Background: an optimization exercise with open tools, aiming at small area, a short achievable clock period and few clock cycles per item. Do not read the settings as production practice.
The RTL was checked by simulation tests, not by an equivalence proof against the original design.
No activity file was given, so power comes from the tool's default toggle rates.

==> inputs of job 3851 <==
Design vs23_quantizer, start of the top module:
module vs23_quantizer (
    input  wire        clk,
    input  wire        rst,         
    input  wire        in_valid,
    output wire        in_ready,
    input  wire [23:0] in_rgb,      
    output wire        out_valid,
    input  wire        out_ready,
    output wire [7:0]  out_code,
    output wire        out_hit      
);
==> module vs23_quantizer, before the edit <==
module vs23_quantizer (
    input  wire        clk,
    input  wire        rst,         
    input  wire        in_valid,
    output wire        in_ready,
    input  wire [23:0] in_rgb,      
    output wire        out_valid,
    input  wire        out_ready,
    output wire [7:0]  out_code,
    output wire        out_hit      
);
    reg [23:0] q;
    reg        v1, v2, rdy;
    wire       acc = in_valid & rdy;
    wire [7:0] r = q[23:16];
    wire [7:0] g = q[15:8];
    wire [7:0] b = q[7:0];
    wire r_gt_g, g_gt_r, g_gt_b, b_gt_g, r_gt_b, b_gt_r;
    vs23_cmp u_cmp_rg (.x(r), .y(g), .gt(r_gt_g), .lt(g_gt_r));
    vs23_cmp u_cmp_gb (.x(g), .y(b), .gt(g_gt_b), .lt(b_gt_g));
    vs23_cmp u_cmp_rb (.x(r), .y(b), .gt(r_gt_b), .lt(b_gt_r));
    reg [3:0] sector;
    always @(*) begin
        if      (!b_gt_r && b_gt_g) sector = 4'd1;    
        else if (!g_gt_r && g_gt_b) sector = 4'd2;    
        else if (!r_gt_b && r_gt_g) sector = 4'd3;    
        else if (!g_gt_b && g_gt_r) sector = 4'd4;    
        else if (!r_gt_g && r_gt_b) sector = 4'd5;    
        else if (!b_gt_g && b_gt_r) sector = 4'd6;    
        else if (r_gt_g)            sector = 4'd7;
        else if (g_gt_r)            sector = 4'd8;
        else if (b_gt_r)            sector = 4'd9;
        else                        sector = 4'd0;
    end
    wire [15:0] lyA, lyB;
    vs23_luma_csa u_csa (.r(r), .g(g), .b(b), .a(lyA), .b2(lyB));
    wire [216:0] l;
    wire [255:0] mn;
    wire        hit, hit_d;
    wire [7:0]  pcode;
    wire [31:0] hn, wn;
    vs23_pre   u_pre   (.q(q), .hn(hn), .wn(wn));
    vs23_lines u_lines (.hn(hn), .wn(wn), .l(l));
    vs23_match u_match (.l(l), .mn(mn));
    vs23_enc   u_enc   (.mn(mn), .hit(hit), .hit_d(hit_d), .pcode(pcode));
    reg        s_hit, s_hit_d;
    reg [7:0]  s_pcode;
    reg [3:0]  s_sector;
    reg [15:0] s_lyA, s_lyB;
    wire [3:0] luma4;
    vs23_luma_add u_add (.a(s_lyA), .b(s_lyB), .y(luma4));
    wire [8:0] res = {s_hit, s_hit_d ? s_pcode : {s_sector, luma4}};
    reg [8:0] e0;
    reg [8:0] e1;
    reg [8:0] e2;
    reg [8:0] e3;
    reg [3:0] f;    
    wire pop  = f[0] & out_ready;
    wire push = v2;
    wire [3:0] f_next = (pop & ~push) ? {1'b0, f[3:1]} :
                         (push & ~pop) ? {f[2:0], 1'b1} : f;
    wire [2:0] n_base = {2'b0, f[0]} + {2'b0, f[1]} + {2'b0, f[2]} + {2'b0, f[3]} + {2'b0, v2} + {2'b0, v1};
    wire rdy_nopop_noacc = n_base < 3'd4;
    wire rdy_nopop_acc   = n_base < 3'd3;
    wire rdy_pop_noacc   = n_base < 3'd5;
    wire rdy_pop_acc     = n_base < 3'd4;
    wire rdy_next = pop ? (acc ? rdy_pop_acc : rdy_pop_noacc)
                        : (acc ? rdy_nopop_acc : rdy_nopop_noacc);
    always @(posedge clk) begin
        q        <= in_rgb;
        s_hit    <= hit;
        s_hit_d  <= hit_d;
        s_pcode  <= pcode;
        s_sector <= sector;
        s_lyA    <= lyA;
        s_lyB    <= lyB;
        e0 <= pop ? (f[1] ? e1 : res) : (f[0] ? e0 : res);
        e1 <= pop ? (f[2] ? e2 : res) : (f[1] ? e1 : res);
        e2 <= pop ? (f[3] ? e3 : res) : (f[2] ? e2 : res);
        e3 <= pop ? (1'b0 ? res : res) : (f[3] ? e3 : res);
        if (rst) begin
            v1  <= 1'b0;
            v2  <= 1'b0;
            rdy <= 1'b1;
            f   <= 4'd0;
        end else begin
            v1  <= acc;
            v2  <= v1;
            rdy <= rdy_next;
            f   <= f_next;
        end
    end
    assign in_ready  = rdy;
    assign out_valid = f[0];
    assign out_code  = e0[7:0];
    assign out_hit   = e0[8];
endmodule
==> module vs23_enc, before the edit <==
module vs23_enc (input wire [255:0] mn, output wire hit, output wire hit_d, output wire [7:0] pcode);
    wire hit_s = ~&(mn | ~256'h8200020008000080200000009041004900140004000000001040010000000401);
    assign hit_d = ~&(mn | ~256'h7dfffdfff7ffff7fdfffffff6fbeffb6ffebfffbffffffffefbffefffffffbfe);
    assign hit = hit_d | hit_s;
    assign pcode[0] = ~&(mn | ~256'h34a31169173f525c8d140ade008817a63d0812eb1f6a55076885fcb5304ab354);
    assign pcode[1] = &(mn | ~256'h0054a801b35f0f479ce5d1cd25244c9499e39ef9a072a30922ab04416e430a20);
    assign pcode[2] = ~&(mn | ~256'h192344f9859b3475d0184e622d0c1c2496e031d0a10cd439698e82059acb817c);
    assign pcode[3] = &(mn | ~256'h5018fd689512b87e8637252105048b90070be4b2544e93d94c208637f59293c8);
    assign pcode[4] = &(mn | ~256'h09d9bc261098f03d5c79670a6f30c6825ea3d938aa7e1f66051388c86f62810c);
    assign pcode[5] = &(mn | ~256'h00b0208c0241fb045aa3044f03960032fde8d93a52a64eeaee15c07e00453b6a);
    assign pcode[6] = ~&(mn | ~256'h25e4e18e7431017100c943336824712254c922909f0ed98e0b8fd0487255ba0a);
    assign pcode[7] = &(mn | ~256'h5110b01fb03c3c0a9142f902602ae404f6c19e191122fa1401942c55cec38950);
endmodule
==> flow/config.mk <==
export PLATFORM = sky130hd
export DESIGN_NAME = vs23_quantizer
export DESIGN_NICKNAME = vs23_quantizer
export VERILOG_FILES = /design/flow/design.v
export SDC_FILE = /design/flow/constraint.sdc
export NUM_CORES = 4
export LEC_CHECK = 0
export CAP_MARGIN = 20
export CORE_MARGIN = 2
export CORE_UTILIZATION = 30
export SETUP_SLACK_MARGIN = 5
export SLEW_MARGIN = 20
export SYNTH_HIERARCHICAL = 1
export SYNTH_MEMORY_MAX_BITS = 16384
export SYNTH_MINIMUM_KEEP_SIZE = 0
==> flow/constraint.sdc <==
create_clock -name core_clock -period 10.0 [get_ports {clk}]
set_input_delay 2.0000 -clock core_clock [delete_from_list [all_inputs] [get_ports {clk}]]
set_output_delay 2.0000 -clock core_clock [all_outputs]
set_load 0.01 [all_outputs]
run.sh (not shown) runs the stock make flow with config.mk's settings and CLKGATE_MAP_FILE= SYNTH_SCRIPT=/design/flow/synth_recipe.tcl, a recipe that flattens the netlist after the stock synthesis.
==> job 6178: changes against job 3851 <==
--- a/flow/design.v
+++ b/flow/design.v
@@ -38,4 +38,5 @@
     wire [255:0] mn;
-    wire        hit, hit_d;
-    wire [7:0]  pcode;
+    wire        hit_s;
+    wire [1:0]  hit_d;
+    wire [7:0]  pc_a, pc_b;
     wire [31:0] hn, wn;
@@ -44,5 +45,6 @@
     vs23_match u_match (.l(l), .mn(mn));
-    vs23_enc   u_enc   (.mn(mn), .hit(hit), .hit_d(hit_d), .pcode(pcode));
-    reg        s_hit, s_hit_d;
-    reg [7:0]  s_pcode;
+    vs23_enc   u_enc   (.mn(mn), .hit_s(hit_s), .hit_d(hit_d), .pc_a(pc_a), .pc_b(pc_b));
+    reg        s_hit_s;
+    reg [1:0]  s_hit_d;
+    reg [7:0]  s_pc_a, s_pc_b;
     reg [3:0]  s_sector;
@@ -51,3 +53,6 @@
     vs23_luma_add u_add (.a(s_lyA), .b(s_lyB), .y(luma4));
-    wire [8:0] res = {s_hit, s_hit_d ? s_pcode : {s_sector, luma4}};
+    wire       hit_d2 = s_hit_d[0] | s_hit_d[1];
+    wire       hit2   = hit_d2 | s_hit_s;
+    wire [7:0] pcode  = (s_pc_a | s_pc_b) ^ 8'hba;
+    wire [8:0] res = {hit2, hit_d2 ? pcode : {s_sector, luma4}};
     reg [8:0] e0;
@@ -70,5 +75,6 @@
         q        <= in_rgb;
-        s_hit    <= hit;
+        s_hit_s  <= hit_s;
         s_hit_d  <= hit_d;
-        s_pcode  <= pcode;
+        s_pc_a   <= pc_a;
+        s_pc_b   <= pc_b;
         s_sector <= sector;
@@ -858,14 +864,23 @@
 endmodule
-module vs23_enc (input wire [255:0] mn, output wire hit, output wire hit_d, output wire [7:0] pcode);
-    wire hit_s = ~&(mn | ~256'h8200020008000080200000009041004900140004000000001040010000000401);
-    assign hit_d = ~&(mn | ~256'h7dfffdfff7ffff7fdfffffff6fbeffb6ffebfffbffffffffefbffefffffffbfe);
-    assign hit = hit_d | hit_s;
-    assign pcode[0] = ~&(mn | ~256'h34a31169173f525c8d140ade008817a63d0812eb1f6a55076885fcb5304ab354);
-    assign pcode[1] = &(mn | ~256'h0054a801b35f0f479ce5d1cd25244c9499e39ef9a072a30922ab04416e430a20);
-    assign pcode[2] = ~&(mn | ~256'h192344f9859b3475d0184e622d0c1c2496e031d0a10cd439698e82059acb817c);
-    assign pcode[3] = &(mn | ~256'h5018fd689512b87e8637252105048b90070be4b2544e93d94c208637f59293c8);
-    assign pcode[4] = &(mn | ~256'h09d9bc261098f03d5c79670a6f30c6825ea3d938aa7e1f66051388c86f62810c);
-    assign pcode[5] = &(mn | ~256'h00b0208c0241fb045aa3044f03960032fde8d93a52a64eeaee15c07e00453b6a);
-    assign pcode[6] = ~&(mn | ~256'h25e4e18e7431017100c943336824712254c922909f0ed98e0b8fd0487255ba0a);
-    assign pcode[7] = &(mn | ~256'h5110b01fb03c3c0a9142f902602ae404f6c19e191122fa1401942c55cec38950);
+module vs23_enc (input wire [255:0] mn, output wire hit_s, output wire [1:0] hit_d,
+                 output wire [7:0] pc_a, output wire [7:0] pc_b);
+    assign hit_s = ~&(mn | ~256'h8200020008000080200000009041004900140004000000001040010000000401);
+    assign hit_d[0] = ~&(mn | ~256'h000000000000000000000000000000001febfffbffffffffefbffefffffffbfe);
+    assign hit_d[1] = ~&(mn | ~256'h7dfffdfff7ffff7fdfffffff6fbeffb6e0000000000000000000000000000000);
+    assign pc_a[0] = ~&(mn | ~256'h00000000000000000000000000000000050812eb1f6a55076885fcb5304ab354);
+    assign pc_b[0] = ~&(mn | ~256'h34a31169173f525c8d140ade008817a638000000000000000000000000000000);
+    assign pc_a[1] = ~&(mn | ~256'h0000000000000000000000000000000499e39ef9a072a30922ab04416e430a20);
+    assign pc_b[1] = ~&(mn | ~256'h0054a801b35f0f479ce5d1cd25244c9000000000000000000000000000000000);
+    assign pc_a[2] = ~&(mn | ~256'h0000000000000000000000000000000016e031d0a10cd439698e82059acb817c);
+    assign pc_b[2] = ~&(mn | ~256'h192344f9859b3475d0184e622d0c1c2480000000000000000000000000000000);
+    assign pc_a[3] = ~&(mn | ~256'h00000000000000000000000000000000000be4b2544e93d94c208637f59293c8);
+    assign pc_b[3] = ~&(mn | ~256'h5018fd689512b87e8637252105048b9007000000000000000000000000000000);
+    assign pc_a[4] = ~&(mn | ~256'h000000000000000000000000000000001ea3d938aa7e1f66051388c86f62810c);
+    assign pc_b[4] = ~&(mn | ~256'h09d9bc261098f03d5c79670a6f30c68240000000000000000000000000000000);
+    assign pc_a[5] = ~&(mn | ~256'h000000000000000000000000000000000000593a52a64eeaee15c07e00453b6a);
+    assign pc_b[5] = ~&(mn | ~256'h00b0208c0241fb045aa3044f03960032fde88000000000000000000000000000);
+    assign pc_a[6] = ~&(mn | ~256'h00000000000000000000000000000000004922909f0ed98e0b8fd0487255ba0a);
+    assign pc_b[6] = ~&(mn | ~256'h25e4e18e7431017100c943336824712254800000000000000000000000000000);
+    assign pc_a[7] = ~&(mn | ~256'h0000000000000000000000000000000006c19e191122fa1401942c55cec38950);
+    assign pc_b[7] = ~&(mn | ~256'h5110b01fb03c3c0a9142f902602ae404f0000000000000000000000000000000);
 endmodule
==> flow/flow/run.sh (new file) <==
#!/bin/bash
# Standard ORFS layout (the standard.sh, unchanged synthesis), with
#  - every port still buffered, but with buf_2 instead of the delay buffer
#    (clkdlybuf4s50_1) that buffer_ports picks on its own.
set -euo pipefail
bash standard.sh SETUP_SLACK_MARGIN=7 "BUFFER_PORTS_ARGS=-buffer_cell sky130_fd_sc_hd__buf_2" finish > standard_flow.log 2>&1
==> flow/standard.sh (new file) <==
#!/bin/bash
# synth_recipe.tcl (not shown) runs the flow's synth.tcl, then flattens the netlist and writes it again
# the make line also repeats each setting of config.mk as NAME=value (left out here)
make -C /OpenROAD-flow-scripts/flow DESIGN_CONFIG=/design/flow/config.mk WORK_HOME=/design/flow/orfs CLKGATE_MAP_FILE= SYNTH_SCRIPT=/design/flow/synth_recipe.tcl "${@:-finish}"
CORE_UTILIZATION = 45   (was 30)
removed: flow/run.sh
==> notes <==
In job 3851 the sequential share of layout area is lower than in job 6178, by 1.5 points.
Sequential power: job 6178 is higher than job 3851 (about 5%).
Job 3851 passed the timing, DRC and antenna checks. Job 6178 finished clean.
Between job 6178 and job 3851, the lower hold slack is in job 6178 (gap 0.0030 ns).
In job 3851 the setup slack is lower than in job 6178, by 1.4 ns.
Between job 3851 and job 6178, the lower clock skew is in job 3851 (gap 0.012 ns).
Of job 3851 and job 6178, job 6178 has the higher via count (gap 6.7%, measured against job 6178).
Clock power: job 6178 is higher than job 3851 (about 5.6%).
In job 3851 the register-to-register slack is worse than in job 6178, by 1.4 ns.
==> figures <==
Outcome: job 6178 complete, no violations; job 3851 complete, no violations
Area leader, netlist: job 6178 sky130_fd_sc_hd__dfxtp_1; job 3851 sky130_fd_sc_hd__nand4_1
Sequential standard cell area: job 6178 0.00262 mm2; job 3851 0.00235 mm2
Die X: job 6178 161 um; job 3851 194 um
Post-route setup slack: job 6178 6.87 ns; job 3851 5.52 ns
Destination of the critical timing path: job 6178 s_pc_b[5]; job 3851 s_pcode[2]
Count of cells along the worst hold path: job 6178 2; job 3851 1
Non-clock buffering overhead in the final layout: job 6178 5.70%; job 3851 6.37%
Area share of fa/ha/maj cells after synthesis: job 6178 14.9%; job 3851 15.3%
Post-Syn Area: job 6178 0.0112 mm2; job 3851 0.0108 mm2
WHS Endpoint: job 6178 e3[2]; job 3851 e3[8]
Via count of the first global-routing pass: job 6178 14500; job 3851 13200
Source-to-sink clock delay at the later pin of the worst-skew pair: job 6178 0.43 ns; job 3851 0.42 ns
Multi-input gate area in the final layout: job 6178 0.00805 mm2; job 3851 0.00765 mm2
Chip height: job 6178 161 um; job 3851 194 um
Antenna violations before repair: job 6178 3; job 3851 6
Final Util: job 6178 51.5%; job 3851 34.0%
Setup repair after global routing missed its margin: job 6178 true; job 3851 false
Testbench counts of job 3851, summed over its fixed seeds: cycles 4,824, items 4,800.
Testbench counts of job 6178, summed over its fixed seeds: cycles 4,824, items 4,800.

---

==> 01-13 <==
vs23_quantizer, a different RTL version from the one above (not shown whole).
// vs23_quantizer
module vs23_quantizer (
    input  wire        clk,
    input  wire        rst,         
    input  wire        in_valid,
    output wire        in_ready,
    input  wire [23:0] in_rgb,      
    output wire        out_valid,
    input  wire        out_ready,
    output wire [7:0]  out_code,
    output wire        out_hit      
);
==> module vs23_quantizer, before the edit <==
module vs23_quantizer (
    input  wire        clk,
    input  wire        rst,         
    input  wire        in_valid,
    output wire        in_ready,
    input  wire [23:0] in_rgb,      
    output wire        out_valid,
    input  wire        out_ready,
    output wire [7:0]  out_code,
    output wire        out_hit      
);
    reg [23:0] q;
    reg        v1, v2, rdy;
    wire       acc = in_valid & rdy;
    wire [7:0] r = q[23:16];
    wire [7:0] g = q[15:8];
    wire [7:0] b = q[7:0];
    wire r_gt_g, g_gt_r, g_gt_b, b_gt_g, r_gt_b, b_gt_r;
    vs23_cmp u_cmp_rg (.x(r), .y(g), .gt(r_gt_g), .lt(g_gt_r));
    vs23_cmp u_cmp_gb (.x(g), .y(b), .gt(g_gt_b), .lt(b_gt_g));
    vs23_cmp u_cmp_rb (.x(r), .y(b), .gt(r_gt_b), .lt(b_gt_r));
    reg [3:0] sector;
    always @(*) begin
        if      (!b_gt_r && b_gt_g) sector = 4'd1;    
        else if (!g_gt_r && g_gt_b) sector = 4'd2;    
        else if (!r_gt_b && r_gt_g) sector = 4'd3;    
        else if (!g_gt_b && g_gt_r) sector = 4'd4;    
        else if (!r_gt_g && r_gt_b) sector = 4'd5;    
        else if (!b_gt_g && b_gt_r) sector = 4'd6;    
        else if (r_gt_g)            sector = 4'd7;
        else if (g_gt_r)            sector = 4'd8;
        else if (b_gt_r)            sector = 4'd9;
        else                        sector = 4'd0;
    end
    wire [15:0] lyA, lyB;
    vs23_luma_csa u_csa (.r(r), .g(g), .b(b), .a(lyA), .b2(lyB));
    wire [216:0] l;
    wire [255:0] mn;
    wire        hit_s;
    wire [1:0]  hit_d;
    wire [7:0]  pc_a, pc_b;
    wire [31:0] hn, wn;
    vs23_pre   u_pre   (.q(q), .hn(hn), .wn(wn));
    vs23_lines u_lines (.hn(hn), .wn(wn), .l(l));
    vs23_match u_match (.l(l), .mn(mn));
    vs23_enc   u_enc   (.mn(mn), .hit_s(hit_s), .hit_d(hit_d), .pc_a(pc_a), .pc_b(pc_b));
    reg        s_hit_s;
    reg [1:0]  s_hit_d;
    reg [7:0]  s_pc_a, s_pc_b;
    reg [3:0]  s_sector;
    reg [15:0] s_lyA, s_lyB;
    wire [3:0] luma4;
    vs23_luma_add u_add (.a(s_lyA), .b(s_lyB), .y(luma4));
    wire       hit_d2 = s_hit_d[0] | s_hit_d[1];
    wire       hit2   = hit_d2 | s_hit_s;
    wire [7:0] pcode  = (s_pc_a | s_pc_b) ^ 8'hba;
    wire [8:0] res = {hit2, hit_d2 ? pcode : {s_sector, luma4}};
    reg [8:0] e0;
    reg [8:0] e1;
    reg [8:0] e2;
    reg [8:0] e3;
    reg [3:0] f;    
    wire pop  = f[0] & out_ready;
    wire push = v2;
    wire [3:0] f_next = (pop & ~push) ? {1'b0, f[3:1]} :
                         (push & ~pop) ? {f[2:0], 1'b1} : f;
    wire [2:0] n_base = {2'b0, f[0]} + {2'b0, f[1]} + {2'b0, f[2]} + {2'b0, f[3]} + {2'b0, v2} + {2'b0, v1};
    wire rdy_nopop_noacc = n_base < 3'd4;
    wire rdy_nopop_acc   = n_base < 3'd3;
    wire rdy_pop_noacc   = n_base < 3'd5;
    wire rdy_pop_acc     = n_base < 3'd4;
    wire rdy_next = pop ? (acc ? rdy_pop_acc : rdy_pop_noacc)
                        : (acc ? rdy_nopop_acc : rdy_nopop_noacc);
    always @(posedge clk) begin
        q        <= in_rgb;
        s_hit_s  <= hit_s;
        s_hit_d  <= hit_d;
        s_pc_a   <= pc_a;
        s_pc_b   <= pc_b;
        s_sector <= sector;
        s_lyA    <= lyA;
        s_lyB    <= lyB;
        e0 <= pop ? (f[1] ? e1 : res) : (f[0] ? e0 : res);
        e1 <= pop ? (f[2] ? e2 : res) : (f[1] ? e1 : res);
        e2 <= pop ? (f[3] ? e3 : res) : (f[2] ? e2 : res);
        e3 <= (pop || !f[3]) ? res : e3;
        if (rst) begin
            v1  <= 1'b0;
            v2  <= 1'b0;
            rdy <= 1'b1;
            f   <= 4'd0;
        end else begin
            v1  <= acc;
            v2  <= v1;
            rdy <= rdy_next;
            f   <= f_next;
        end
    end
    assign in_ready  = rdy;
    assign out_valid = f[0];
    assign out_code  = e0[7:0];
    assign out_hit   = e0[8];
endmodule
==> flow/config.mk <==
export PLATFORM = sky130hd
export DESIGN_NAME = vs23_quantizer
export DESIGN_NICKNAME = vs23_quantizer
export VERILOG_FILES = /design/flow/design.v
export SDC_FILE = /design/flow/constraint.sdc
export NUM_CORES = 4
export LEC_CHECK = 0
export CAP_MARGIN = 20
export CORE_MARGIN = 2
export CORE_UTILIZATION = 30
export CTS_BUF_LIST = sky130_fd_sc_hd__clkbuf_8
export SETUP_SLACK_MARGIN = 5
export SLEW_MARGIN = 20
export SYNTH_HIERARCHICAL = 1
export SYNTH_MEMORY_MAX_BITS = 16384
export SYNTH_MINIMUM_KEEP_SIZE = 0
==> flow/constraint.sdc <==
create_clock -name core_clock -period 10.0 [get_ports {clk}]
set_input_delay 2.0000 -clock core_clock [delete_from_list [all_inputs] [get_ports {clk}]]
set_output_delay 2.0000 -clock core_clock [all_outputs]
set_load 0.01 [all_outputs]
standard.sh (not shown) runs the stock make flow with config.mk's settings and CLKGATE_MAP_FILE= SYNTH_SCRIPT=/design/flow/synth_recipe.tcl, a recipe that flattens the netlist after the stock synthesis.
==> flow/flow/run.sh <==
#!/bin/bash
# Standard ORFS layout (the standard.sh, unchanged synthesis), with
#  - every port still buffered, but with buf_2 instead of the delay buffer
#    (clkdlybuf4s50_1) that buffer_ports picks on its own.
set -euo pipefail
bash standard.sh SETUP_SLACK_MARGIN=7 "BUFFER_PORTS_ARGS=-buffer_cell sky130_fd_sc_hd__buf_2" finish > standard_flow.log 2>&1
==> inputs of 05-08, as changes to 01-13 <==
--- a/flow/design.v
+++ b/flow/design.v
@@ -85,3 +85,3 @@
         e2 <= pop ? (f[3] ? e3 : res) : (f[2] ? e2 : res);
-        e3 <= (pop || !f[3]) ? res : e3;
+        e3 <= pop ? (1'b0 ? res : res) : (f[3] ? e3 : res);
         if (rst) begin
==> flow/flow/run.sh (replaced) <==
#!/bin/bash
set -euo pipefail
bash standard.sh SETUP_SLACK_MARGIN=6.5 cts > standard_flow_cts.log 2>&1
bash standard.sh SETUP_SLACK_MARGIN=7.3 finish > standard_flow_finish.log 2>&1
- CTS_BUF_LIST: sky130_fd_sc_hd__clkbuf_8 -> not set
==> inputs of 11-05, as changes to 01-13 <==
- CTS_BUF_LIST: sky130_fd_sc_hd__clkbuf_8 -> not set
- PLACE_DENSITY: not set -> 0.75
==> inputs of 12-17, as changes to 01-13 <==
- CORE_UTILIZATION: 30 -> 40
- CTS_BUF_LIST: sky130_fd_sc_hd__clkbuf_8 -> not set
==> summary of the runs <==
The highest maximum frequency belongs to 05-08, the lowest to 01-13. In 01-13 the clock skew is higher than in 12-17, by 0.0064 ns. Synthesized cell count is the same in 01-13 and 11-05. Power, highest first: 05-08, 11-05, 12-17, 01-13. Flip-flop and latch count is the same in 05-08 and 11-05. Worst hold slack: 12-17 < 05-08 < 01-13 < 11-05. Core utilization, lowest first: 01-13, 11-05, 05-08, 12-17. Of 11-05 and 05-08, 05-08 has the higher critical path depth (gap 1). Between 05-08 and 01-13, the lower area after synthesis is in 05-08 (gap 0.59%, measured against 01-13).
==> figures <==
| item | 05-08 | 01-13 | 11-05 | 12-17 |
|---|---|---|---|---|
| Post-Synth Simple-Gate Area | 45.5% | 45.0% | 45.0% | 45.0% |
| Sequential share of power | 34.0% | 39.4% | 34.6% | 35.0% |
| Total wire length | 74.2 mm | 81.1 mm | 85.2 mm | 74.7 mm |
| Post-Route Utilization | 38.1% | 34.7% | 36.2% | 45.5% |
| Synthesized area | 11200 um^2 | 11200 um^2 | 11200 um^2 | 11200 um^2 |
| Share of final-layout standard cells stronger than drive strength 1 | 26.2% | 20.0% | 22.9% | 18.6% |
| Outcome | no timing/DRC/antenna violations | no timing/DRC/antenna violations | no timing/DRC/antenna violations | no timing/DRC/antenna violations |
| NonClk Buf Share | 10.9% | 7.16% | 8.40% | 5.58% |
| Total GRT Usage | 37.5% | 41.7% | 43.6% | 51.3% |
| Slew at the pin closest to its max-slew limit | 0.821 ns | 1.09 ns | 0.985 ns | 1.22 ns |
| Site row count | 70 | 70 | 70 | 61 |
| Maximum fanout encountered on the critical timing path | 7 | 6 | 16 | 15 |
| Arrival time of data at the critical path endpoint | 3.30 ns | 3.64 ns | 3.44 ns | 3.64 ns |
| Fin area | 13900 um^2 | 12700 um^2 | 13300 um^2 | 12600 um^2 |
| Endpoint of the worst register-to-register path | s_hit_d[1]$_DFF_P_ | s_pc_b[3]$_DFF_P_ | s_pc_b[6]$_DFF_P_ | s_pc_b[4]$_DFF_P_ |
| Multiplexer fraction of the synthesized cell area | 1.30% | 0.981% | 0.981% | 0.981% |
| Maximum single-stage delay on the critical path | 0.70 ns | 0.66 ns | 0.62 ns | 0.63 ns |
| Sequential Power | 0.000706 W | 0.000710 W | 0.000709 W | 0.000713 W |
| Number of different library cells in the post-synthesis netlist | 61 | 62 | 62 | 62 |
| Met2 GRT Util | 56.6% | 64.8% | 65.1% | 73.8% |
Testbench counts of 01-13, summed over its fixed seeds: cycles 4,824, items 4,800.
Testbench counts of 05-08, summed over its fixed seeds: cycles 4,824, items 4,800.
Testbench counts of 11-05, summed over its fixed seeds: cycles 4,824, items 4,800.
Testbench counts of 12-17, summed over its fixed seeds: cycles 4,824, items 4,800.

-- separate check: timing with driven ports --
Ports are ideal in the flow. The routed layouts listed here were re-timed in OpenROAD.
Step 1 assumes that a clkbuf_16 drives the clock port and a buf_2 every other input.
Step 2, shift: input delay + t, output delay - t, t = (earliest + latest rising clock arrival at the registers) / 2. This alone moves slack from input paths to output paths.
Three values: ideal, step 1, step 2; two values: the first two.
run | t, ns | setup slack, ns | hold WS [ns] | slew at the worst register clock pin (ns) | cell pins on the clock port's net
job 3851 | 0.468 | 5.521 / 5.521 / 5.521 | 0.479 / 0.479 / 0.479 | 0.06 / 0.06 | 1
job 6178 | 0.469 | 6.873 / 6.873 / 6.702 | 0.476 / 0.476 / 0.476 | 0.07 / 0.07 | 1
01-13 | 0.528 | 6.714 / 6.714 / 6.599 | 0.491 / 0.491 / 0.491 | 0.10 / 0.10 | 1
05-08 | 0.476 | 6.950 / 6.950 / 6.816 | 0.484 / 0.484 / 0.484 | 0.06 / 0.06 | 1
11-05 | 0.494 | 6.883 / 6.883 / 6.683 | 0.504 / 0.504 / 0.504 | 0.08 / 0.08 | 1
12-17 | 0.471 | 6.729 / 6.729 / 6.729 | 0.468 / 0.468 / 0.468 | 0.07 / 0.07 | 1
After both steps every run listed still meets setup and hold. The setup slack of 11-05, which loses most, moves by 0.000 ns with the drivers and by -0.200 ns with both steps.
